Context: an optimization exercise on an open-source flow, tuned for small area, a short achievable clock period and few clock cycles. The choices shown serve that exercise and are no tape-out recipe.
Where RTL was checked, it was by simulation tests only, not by an equivalence proof against the original.

## mx_frame_tx
module mx_frame_tx (
    input  wire       clk,
    input  wire       rst,
    input  wire       cmd_valid,
    output wire       cmd_ready,
    input  wire [7:0] cmd_len,
    input  wire       in_valid,
    output wire       in_ready,
    input  wire [7:0] in_data,
    output reg        w_valid,
    input  wire       w_ready,
    output reg  [7:0] w_data,
    output reg        w_last,
    output reg        rej
);
Settings: LEC_CHECK=0, ABC_AREA=1, CAP_MARGIN=20, CORE_MARGIN=2, CORE_UTILIZATION=60, CTS_BUF_LIST=sky130_fd_sc_hd__clkbuf_8, CTS_CLUSTER_SIZE=40, SETUP_SLACK_MARGIN=5, SLEW_MARGIN=20; clock period 10.0 ns.
standard.sh (not shown) runs the stock make flow with config.mk's settings and CLKGATE_MAP_FILE= SYNTH_SCRIPT=/design/flow/synth_recipe.tcl, a recipe that flattens the netlist after the stock synthesis.
==> flow/flow/run.sh <==
#!/bin/bash
bash standard.sh SETUP_SLACK_MARGIN=6 \
  "BUFFER_PORTS_ARGS=-buffer_cell sky130_fd_sc_hd__buf_2" \
  "CTS_ARGS=-sink_clustering_enable -repair_clock_nets -sink_clustering_size 40 -buf_list sky130_fd_sc_hd__clkbuf_8 -dont_use_dummy_load" \
  finish > standard.log 2>&1
The baseline completed without violations.
Testbench counts at the start, summed over its fixed seeds: cycles 23,720.
Rerun with:
--- a/flow/flow/run.sh
+++ b/flow/flow/run.sh
@@ -2 +2 @@
-bash standard.sh SETUP_SLACK_MARGIN=6 \
+bash standard.sh SETUP_SLACK_MARGIN=6.5 \
- ABC_AREA: 1 -> unset
The new run passed the timing, design-rule and antenna checks.
Synthesized cell count fell by a quarter to a third.
Final cell count fell by about a fifth.
Clock-buffer cell count does not change.
Final area fell slightly.
Setup slack gets worse by 76 ps.
First-iteration DRC count fell by well over a third.
Routed wire length fell by about a fifth.
Rerun with:
--- a/flow/flow/run.sh
+++ b/flow/flow/run.sh
@@ -2 +2 @@
-bash standard.sh SETUP_SLACK_MARGIN=6.5 \
+bash standard.sh SETUP_SLACK_MARGIN=6 \
- CAP_MARGIN: 20 -> 10
- SLEW_MARGIN: 20 -> 10
After rerunning: Fmax stays flat; count of clock-buffer cells in the layout stays the same; setup slack loses 11 ps; flip-flop and latch count does not change; wire length went down by a few percent; hold slack loses 12 ps.
Rerun with:
==> flow/flow/run.sh (replaced) <==
#!/bin/bash
bash standard.sh SETUP_SLACK_MARGIN=6 "BUFFER_PORTS_ARGS=-buffer_cell sky130_fd_sc_hd__buf_2" finish > standard.log 2>&1
- ABC_AREA: unset -> 1
- CAP_MARGIN: 10 -> 20
- CTS_CLUSTER_DIAMETER: unset -> 100
- CTS_CLUSTER_SIZE: 40 -> 50
- SLEW_MARGIN: 10 -> 20
The changed run finished clean. Area after synthesis came out higher by 7.2%. Worst hold slack hardly moves. Wire length rises by 25%. Synthesized cell count increases by 36%. Setup slack gets better by 67 ps. Utilization fell by 0.23 points. Via count came out higher by 28%. Global-route usage rises by 3.3 points. Sequential share of layout area falls by 2.4 points.
Rerun with:
==> flow/flow/run.sh (replaced) <==
#!/bin/bash
bash standard.sh SETUP_SLACK_MARGIN=5.5 "BUFFER_PORTS_ARGS=-buffer_cell sky130_fd_sc_hd__buf_2" finish > standard.log 2>&1
- ABC_AREA: 1 -> unset
- CTS_CLUSTER_DIAMETER: 100 -> unset
- CTS_CLUSTER_SIZE: 50 -> 40
- via count falls by 24%
- worst setup slack gets worse by 450 ps
- die area shrinks by 6.5%
- maximum frequency is lower by 10%
- final cell count is lower by 25%
Rerun with:
==> flow/flow/run.sh (replaced) <==
#!/bin/bash
bash standard.sh SETUP_SLACK_MARGIN=6 SETUP_MOVE_SEQUENCE=unbuffer,sizeup,swap \
  "BUFFER_PORTS_ARGS=-buffer_cell sky130_fd_sc_hd__buf_2" \
  "CTS_ARGS=-sink_clustering_enable -repair_clock_nets -sink_clustering_size 40 -buf_list sky130_fd_sc_hd__clkbuf_8 -dont_use_dummy_load" \
  finish > standard.log 2>&1
=> The new run completed without violations; area after synthesis is unchanged; core utilization came out higher by 0.55 points; cell area came out higher by about 0.8%; register-to-register slack gains 200 ps; fmax came out higher by 4.9%.


## pine
Another version of the RTL of mx_frame_tx (not shown whole).
Size: ~1,100 cells after synthesis, about 140 flip-flops.
make LEC_CHECK=0 CAP_MARGIN=20 CORE_MARGIN=2 CORE_UTILIZATION=40 SLEW_MARGIN=20 finish   # period 10.0 ns
run.sh (not shown) runs the stock make flow with config.mk's settings and CLKGATE_MAP_FILE= SYNTH_SCRIPT=/design/flow/synth_recipe.tcl, a recipe that flattens the netlist after the stock synthesis.
Stock flow here: none of the scripts above is used.
Input-level comparison between oak and pine:
Settings: an added SETUP_SLACK_MARGIN of 5.
- oak closes out successfully: all stages finished, all timing, DRC and antenna checks passed.
- Going from pine to oak, worst setup slack increased 0.94 ns, via count rose by 48.
No run of this note included a check of the RTL's function; only the layout flow was run.


mx_frame_tx with an RTL version that a note above also has.
For scale: about 34 I/O pins.
==> flow/config.mk <==
export PLATFORM = sky130hd
export DESIGN_NAME = mx_frame_tx
export DESIGN_NICKNAME = mx_frame_tx
export VERILOG_FILES = /design/flow/design.v
export SDC_FILE = /design/flow/constraint.sdc
export NUM_CORES = 4
export LEC_CHECK = 0
export CAP_MARGIN = 20
export CORE_MARGIN = 2
export CORE_UTILIZATION = 60
export CTS_BUF_LIST = sky130_fd_sc_hd__clkbuf_8
export CTS_CLUSTER_SIZE = 40
export SETUP_SLACK_MARGIN = 5
export SLEW_MARGIN = 20
==> flow/constraint.sdc <==
create_clock -name core_clock -period 10.0 [get_ports {clk}]
set_input_delay 2.0000 -clock core_clock [delete_from_list [all_inputs] [get_ports {clk}]]
set_output_delay 2.0000 -clock core_clock [all_outputs]
set_load 0.01 [all_outputs]
standard.sh (not shown) runs the stock make flow with config.mk's settings and CLKGATE_MAP_FILE= SYNTH_SCRIPT=/design/flow/synth_recipe.tcl, a recipe that flattens the netlist after the stock synthesis.
==> flow/flow/run.sh <==
#!/bin/bash
bash standard.sh SETUP_SLACK_MARGIN=6 SKIP_GATE_CLONING=1 \
  "BUFFER_PORTS_ARGS=-buffer_cell sky130_fd_sc_hd__buf_2" \
  "CTS_ARGS=-sink_clustering_enable -repair_clock_nets -sink_clustering_size 40 -buf_list sky130_fd_sc_hd__clkbuf_8 -dont_use_dummy_load" \
  finish > standard.log 2>&1
The baseline completed without violations.
Testbench counts at the start, summed over its fixed seeds: cycles 23,720.
==> next run, changes <==
==> flow/flow/run.sh (replaced) <==
#!/bin/bash
bash standard.sh SETUP_SLACK_MARGIN=6 "BUFFER_PORTS_ARGS=-buffer_cell sky130_fd_sc_hd__buf_2" finish > standard.log 2>&1
CORE_UTILIZATION = 75   (was 60)
- register-to-register slack loses 0.096 ns
- cell area goes up by 0.49%
- sequential cell count does not change
==> next run, changes <==
CORE_UTILIZATION = 60   (was 75)
Outcome: The new run passed the timing, design-rule and antenna checks; routed wire length goes down by about 10%; cell count goes up by about 3.5%; area after synthesis does not change; setup slack gains 0.072 ns.
==> next run, changes <==
==> flow/flow/run.sh (replaced) <==
#!/bin/bash
bash standard.sh SETUP_SLACK_MARGIN=6 \
  "BUFFER_PORTS_ARGS=-buffer_cell sky130_fd_sc_hd__buf_2" \
  "CTS_ARGS=-sink_clustering_enable -repair_clock_nets -sink_clustering_size 40 -buf_list sky130_fd_sc_hd__clkbuf_8 -dont_use_dummy_load" \
  finish > standard.log 2>&1
What happened:
- The changed run completed with no timing, DRC or antenna violations
- worst hold slack barely changes
- global-route usage decreases by 0.40 points
- sequential share of layout area increases by 0.23 points
- routed wire length decreases slightly
- setup slack is better by 0.024 ns
- area after synthesis is unchanged
- first-iteration DRC count increases by a few percent
==> next run, changes <==
PLACE_DENSITY = 0.75   (was default)
The changed run produced a clean layout. Setup slack is about the same. Maximum frequency hardly moves. Utilization is lower by 0.48 points. Synthesized cell count does not change. Non-clock buffer count is lower by 9. Sequential share of layout area is higher by 0.25 points. Via count is higher by about 1.6%. Synthesized area does not change. Wire length hardly moves. Clock-buffer cell count is unchanged.
==> next run, changes <==
GPL_TIMING_DRIVEN = 0   (was default)
PLACE_DENSITY = default   (was 0.75)
The changed run ran to the end with no violations.
Final area came out higher by 3.0%.
Core utilization increases by 2.1 points.
First-iteration DRC count drops by 11%.
Die area is unchanged.


Starting RTL as in the previous note.
==> flow/design.v (excerpt) <==
module mx_frame_tx (
    input  wire       clk,
    input  wire       rst,
    input  wire       cmd_valid,
    output wire       cmd_ready,
    input  wire [7:0] cmd_len,
    input  wire       in_valid,
    output wire       in_ready,
    input  wire [7:0] in_data,
    output reg        w_valid,
    input  wire       w_ready,
    output reg  [7:0] w_data,
    output reg        w_last,
    output reg        rej
);
    localparam integer M    = 5;
    localparam integer MAXF = 160;
    localparam [7:0] SENT_END   = 8'h00;
    localparam [7:0] SENT_BEGIN = 8'h01;
    localparam [7:0] SENT_ENC   = 8'hFE;
    localparam [31:0] FNV_OFFSET = 32'h811C9DC5;
    function [7:0] b64_sym;
        input [5:0] v;
        begin
            case (v)
            6'd0: b64_sym = 8'h41;
            6'd1: b64_sym = 8'h42;
            6'd2: b64_sym = 8'h43;
            6'd3: b64_sym = 8'h44;
            6'd4: b64_sym = 8'h45;
            6'd5: b64_sym = 8'h46;
            6'd6: b64_sym = 8'h47;
            6'd7: b64_sym = 8'h48;
            6'd8: b64_sym = 8'h49;
            6'd9: b64_sym = 8'h4A;
            6'd10: b64_sym = 8'h4B;
            6'd11: b64_sym = 8'h4C;
            6'd12: b64_sym = 8'h4D;
            6'd13: b64_sym = 8'h4E;
            6'd14: b64_sym = 8'h4F;
            6'd15: b64_sym = 8'h50;
            6'd16: b64_sym = 8'h51;
            6'd17: b64_sym = 8'h52;
            6'd18: b64_sym = 8'h53;
            6'd19: b64_sym = 8'h54;
            6'd20: b64_sym = 8'h55;
            6'd21: b64_sym = 8'h56;
            6'd22: b64_sym = 8'h57;
  ...
Settings: LEC_CHECK=0, CAP_MARGIN=20, CORE_MARGIN=2, CORE_UTILIZATION=60, CTS_BUF_LIST=sky130_fd_sc_hd__clkbuf_8, CTS_CLUSTER_SIZE=40, SETUP_SLACK_MARGIN=5, SLEW_MARGIN=20; clock period 10.0 ns.
==> flow/flow/run.sh <==
#!/bin/bash
bash standard.sh SETUP_SLACK_MARGIN=6 \
  "BUFFER_PORTS_ARGS=-buffer_cell sky130_fd_sc_hd__buf_1" \
  "CTS_ARGS=-sink_clustering_enable -repair_clock_nets -sink_clustering_size 40 -buf_list sky130_fd_sc_hd__clkbuf_8 -dont_use_dummy_load" \
  finish > standard.log 2>&1
The starting point ran to the end with no violations.
Testbench counts at the start, summed over its fixed seeds: cycles 23,720.
==> next run, changes <==
==> flow/flow/run.sh (replaced) <==
#!/bin/bash
bash standard.sh SETUP_SLACK_MARGIN=6 \
  "BUFFER_PORTS_ARGS=-buffer_cell sky130_fd_sc_hd__buf_2" \
  "CTS_ARGS=-sink_clustering_enable -repair_clock_nets -sink_clustering_size 40 -buf_list sky130_fd_sc_hd__clkbuf_8 -dont_use_dummy_load" \
  finish > standard.log 2>&1
- GPL_ROUTABILITY_DRIVEN: not set -> 0
Via count barely changes.
Flip-flop and latch count is unchanged.
Final cell count stays flat.
Global-route usage hardly moves.
Final area went up by 0.84%.
==> next run, changes <==
==> flow/flow/run.sh (replaced) <==
#!/bin/bash
bash standard.sh SETUP_SLACK_MARGIN=6 \
  "BUFFER_PORTS_ARGS=-buffer_cell sky130_fd_sc_hd__buf_2" \
  "CTS_ARGS=-sink_clustering_enable -repair_clock_nets -sink_clustering_size 40 -buf_list sky130_fd_sc_hd__clkbuf_4 -dont_use_dummy_load" \
  finish > standard.log 2>&1
- CTS_BUF_LIST: sky130_fd_sc_hd__clkbuf_8 -> sky130_fd_sc_hd__clkbuf_4
- GPL_ROUTABILITY_DRIVEN: 0 -> not set
Effect: The new run finished with timing, DRC and antenna clean. Area after synthesis is unchanged. Hold slack gets better by 0.0066 ns. Setup slack got worse by 0.077 ns. Clock skew came out higher by 0.011 ns. Clock-buffer cell count does not change. Cell area barely changes.


== maple ==
mx_frame_tx, a different RTL version from the one above (not shown whole).
Size in the first run: roughly 1400 cells after synthesis, roughly 34 I/O pins, about 11000 µm² of cells after synthesis.
==> flow/config.mk <==
export PLATFORM = sky130hd
export DESIGN_NAME = mx_frame_tx
export DESIGN_NICKNAME = mx_frame_tx
export VERILOG_FILES = /design/flow/design.v
export SDC_FILE = /design/flow/constraint.sdc
export NUM_CORES = 4
export LEC_CHECK = 0
export ABC_AREA = 1
export CAP_MARGIN = 20
export CORE_MARGIN = 2
export CORE_UTILIZATION = 60
export CTS_BUF_LIST = sky130_fd_sc_hd__clkbuf_8
export CTS_CLUSTER_SIZE = 40
export SETUP_SLACK_MARGIN = 5
export SLEW_MARGIN = 20
==> flow/constraint.sdc <==
create_clock -name core_clock -period 10.0 [get_ports {clk}]
set_input_delay 2.0000 -clock core_clock [delete_from_list [all_inputs] [get_ports {clk}]]
set_output_delay 2.0000 -clock core_clock [all_outputs]
set_load 0.01 [all_outputs]
==> flow/flow/run.sh <==
#!/bin/bash
bash standard.sh SETUP_SLACK_MARGIN=6.5 "BUFFER_PORTS_ARGS=-buffer_cell sky130_fd_sc_hd__buf_2" finish > standard.log 2>&1
For willow, these inputs were changed with respect to maple:
- ABC_AREA removed (was 1)
==> flow/flow/run.sh <==
#!/bin/bash
bash standard.sh SETUP_SLACK_MARGIN=6 "BUFFER_PORTS_ARGS=-buffer_cell sky130_fd_sc_hd__buf_2" finish > standard.log 2>&1
- willow reached the end of the flow, and the finished layout is clean on the timing, design-rule and antenna checks.
- Comparing maple against willow, there is no change at all in number of buffers inserted during clock tree synthesis.
- A endpoint of the most critical setup path of hf[29]$_DFF_P_ is what willow shows, while hf[25]$_DFF_P_ belongs to maple.
Here is what was changed in the inputs of indigo compared with willow.
- ABC_AREA newly set to 1
Results
The final layout from indigo, which completed every stage, passed the timing, design-rule and antenna checks at the end of the flow.
indigo against willow: final area rose 4.7%, number of logic stages on the critical path including buffering rose 4, slack of the worst reg-to-reg path now larger, post-layout minimum cycle time fell 0.23 ns.
Post-synthesis instance area: higher on indigo
No run of this note included a check of the RTL's function; only the layout flow was run.


== run A ==
Another version of the RTL of mx_frame_tx (not shown whole).
Size: roughly 1000 cells after synthesis, ~140 flip-flops, ~34 I/O pins, ~10000 µm² of cells after synthesis.
export LEC_CHECK = 0
export CAP_MARGIN = 20
export CORE_MARGIN = 2
export CORE_UTILIZATION = 40
export SETUP_SLACK_MARGIN = 5
export SLEW_MARGIN = 20
create_clock -name core_clock -period 10.0 [get_ports {clk}]
==> flow/flow/run.sh <==
#!/bin/bash
bash standard.sh SETUP_SLACK_MARGIN=6.5 finish > standard.log 2>&1
Run A finished all stages; the layout is clean.
Testbench counts of run A, summed over its fixed seeds: cycles 23,720.
Changes in run B relative to run A:
- CORE_UTILIZATION changed from 40 to 60
- CTS_CLUSTER_SIZE newly set to 40
- CTS_BUF_LIST newly set to sky130_fd_sc_hd__clkbuf_8
- ABC_AREA newly set to 1
==> flow/flow/run.sh <==
#!/bin/bash
bash standard.sh SETUP_SLACK_MARGIN=6 "BUFFER_PORTS_ARGS=-buffer_cell sky130_fd_sc_hd__buf_2" finish > standard.log 2>&1
==> run summary <==
- Dominant combinational cell family by area after synthesis: adder cells -> run A, simple AND/OR/NAND/NOR gates -> run B
- Run comparison: run A most common library cell in the layout ignoring fill and taps sky130_fd_sc_hd__inv_1; run B most common library cell in the layout ignoring fill and taps sky130_fd_sc_hd__nand2_1
- Run B — final critical-path share of the clock period 1.4 points lower, run A as reference
- In the reports for run A and run B, the larger vertical die dimension belongs to run A.
- Changes observed in run B relative to run A: ratio of routed vias to standard cells rose by 5.2%, worst-case hold slack flat.
[inputs] run C vs run B
- CTS_CLUSTER_SIZE no longer set, was 40
- CORE_UTILIZATION now 40, was 60
- CTS_BUF_LIST no longer set, was sky130_fd_sc_hd__clkbuf_8
- ABC_AREA no longer set, was 1
==> flow/run.sh (new file) <==
#!/bin/bash
# synth_recipe.tcl (not shown) runs the flow's synth.tcl, then flattens the netlist and writes it again
# the make line also repeats each setting of config.mk as NAME=value (left out here)
make -C /OpenROAD-flow-scripts/flow DESIGN_CONFIG=/design/flow/config.mk WORK_HOME=/design/flow/orfs CLKGATE_MAP_FILE= SYNTH_SCRIPT=/design/flow/synth_recipe.tcl finish
removed: flow/flow/run.sh
removed: flow/standard.sh
Going from run B to run C, portion of netlist area occupied by mux cells grows by 3.9 points.
On number of non-clock inverters, the lower figure sits with run C, not run B.
Layout overhead on the synthesized area, run C and run B: lower on run B
The inputs of run D differ from those of run C as listed below.
==> flow/flow/run.sh (new file) <==
#!/bin/bash
bash standard.sh SETUP_SLACK_MARGIN=7.5 finish > standard.log 2>&1
==> flow/standard.sh (new file) <==
#!/bin/bash
# synth_recipe.tcl (not shown) runs the flow's synth.tcl, then flattens the netlist and writes it again
# the make line also repeats each setting of config.mk as NAME=value (left out here)
make -C /OpenROAD-flow-scripts/flow DESIGN_CONFIG=/design/flow/config.mk WORK_HOME=/design/flow/orfs CLKGATE_MAP_FILE= SYNTH_SCRIPT=/design/flow/synth_recipe.tcl "${@:-finish}"
removed: flow/run.sh
==> comparison <==
- Run D vs run C: total number of vias up
- Compared with run C, in run D post-route standard cell area excluding fillers has increased.
- Between run D and run C, the worst clock skew on the final layout does not differ in any meaningful way.
- Run D reports its critical-path cell with the highest stage delay as sky130_fd_sc_hd__fa_1 while run C reports sky130_fd_sc_hd__inv_1.
#### Input delta (run E over run D)
- a change of CORE_UTILIZATION from 40 to 60
- an added CTS_BUF_LIST of sky130_fd_sc_hd__clkbuf_8
- an added CTS_CLUSTER_SIZE of 40
==> flow/flow/run.sh <==
#!/bin/bash
bash standard.sh SETUP_SLACK_MARGIN=6 "BUFFER_PORTS_ARGS=-buffer_cell sky130_fd_sc_hd__buf_2" finish > standard.log 2>&1
--- outcome ---
Multi-input gate count of run D is on par with run E. No stage failed in run E, and the final checks on the layout all came back clean. Looking at fraction of the cycle the final worst path needs across run E and run D, the one that comes out lower is run D. Sort run E and run D by data required time of the worst path, descending, and run D comes first. Final non-filler cell area is higher on run D. Run E vs run D — die area dropped about 33%. Compared with run D, in run E worst setup slack fell 37 ps; detailed-routed wire length on met3 -13%.
## Diff of input files: run F against run E
- CTS_CLUSTER_SIZE: 40 -> unset
- CTS_BUF_LIST: sky130_fd_sc_hd__clkbuf_8 -> unset
- CORE_UTILIZATION: 60 -> 40
==> flow/flow/run.sh <==
#!/bin/bash
bash standard.sh SETUP_SLACK_MARGIN=6 finish > standard.log 2>&1
## What came out
Critical-path maximum fanout in run F is 2 higher than in run E. Looking at stage delay of the slowest cell on the critical path, run F sits 20 ps above run E. Run F gives more number of resized instances in the post-cts repair step than run E did.

port drivers added, routing unchanged:
The flow's constraints put no driver on any port. The routed layouts listed below were extracted and timed again, unchanged, in two steps.
Step 1 sets driving cells, clkbuf_16 on the clock port and buf_2 on the other inputs (assumed; they add their load-dependent delay and slew).
Step 2, shift: input delay + t, output delay - t, t = (earliest + latest rising clock arrival at the registers) / 2. This alone moves slack from input paths to output paths.
Three values: no drivers, after step 1, after step 2; two values: the first two.
run	t, ns	setup WS [ns]	latest minus earliest clock arrival (ns)	pins driven straight from the clock port
the first run of note 1	0.472	6.091 / 6.091 / 5.771	0.039 / 0.039	1
the second run of note 1	0.470	6.015 / 6.015 / 5.974	0.026 / 0.026	1
the third run of note 1	0.473	6.004 / 6.004 / 5.689	0.018 / 0.017	1
the fourth run of note 1	0.491	6.072 / 6.072 / 5.795	0.018 / 0.018	1
the fifth run of note 1	0.483	5.626 / 5.626 / 5.331	0.010 / 0.010	1
the sixth run of note 1	0.481	5.829 / 5.829 / 5.588	0.020 / 0.021	1
pine	0.464	4.267 / 4.277 / 3.813	0.008 / 0.008	1
oak	0.463	5.203 / 5.215 / 4.752	0.009 / 0.008	1
the first run of note 3	0.479	6.013 / 6.013 / 5.668	0.020 / 0.020	1
the second run of note 3	0.498	5.917 / 5.917 / 5.610	0.011 / 0.011	1
the third run of note 3	0.499	5.989 / 5.989 / 5.650	0.012 / 0.012	1
the fourth run of note 3	0.480	6.012 / 6.012 / 5.643	0.022 / 0.022	1
the fifth run of note 3	0.472	6.013 / 6.013 / 5.709	0.023 / 0.023	1
the sixth run of note 3	0.467	5.974 / 5.974 / 5.650	0.022 / 0.022	1
the first run of note 4	0.473	5.980 / 5.980 / 5.642	0.018 / 0.018	1
the second run of note 4	0.480	6.012 / 6.012 / 5.643	0.022 / 0.022	1
the third run of note 4	0.559	5.935 / 5.935 / 5.626	0.039 / 0.040	1
maple	0.497	6.274 / 6.274 / 6.165	0.017 / 0.017	1
willow	0.483	5.884 / 5.884 / 5.677	0.016 / 0.016	1
indigo	0.498	6.113 / 6.113 / 5.844	0.016 / 0.016	1
run A	0.455	5.938 / 5.938 / 5.938	0.009 / 0.009	1
run B	0.474	6.081 / 6.081 / 5.678	0.014 / 0.015	1
run C	0.458	5.164 / 5.182 / 4.724	0.009 / 0.009	1
run D	0.475	5.908 / 5.908 / 5.908	0.008 / 0.008	1
run E	0.480	5.871 / 5.871 / 5.695	0.018 / 0.018	1
run F	0.460	5.861 / 5.861 / 5.683	0.013 / 0.013	1
After both steps every run listed still meets setup and hold. For pine, which loses most, drivers alone change the setup slack by +0.010 ns; drivers and shift together by -0.454 ns.
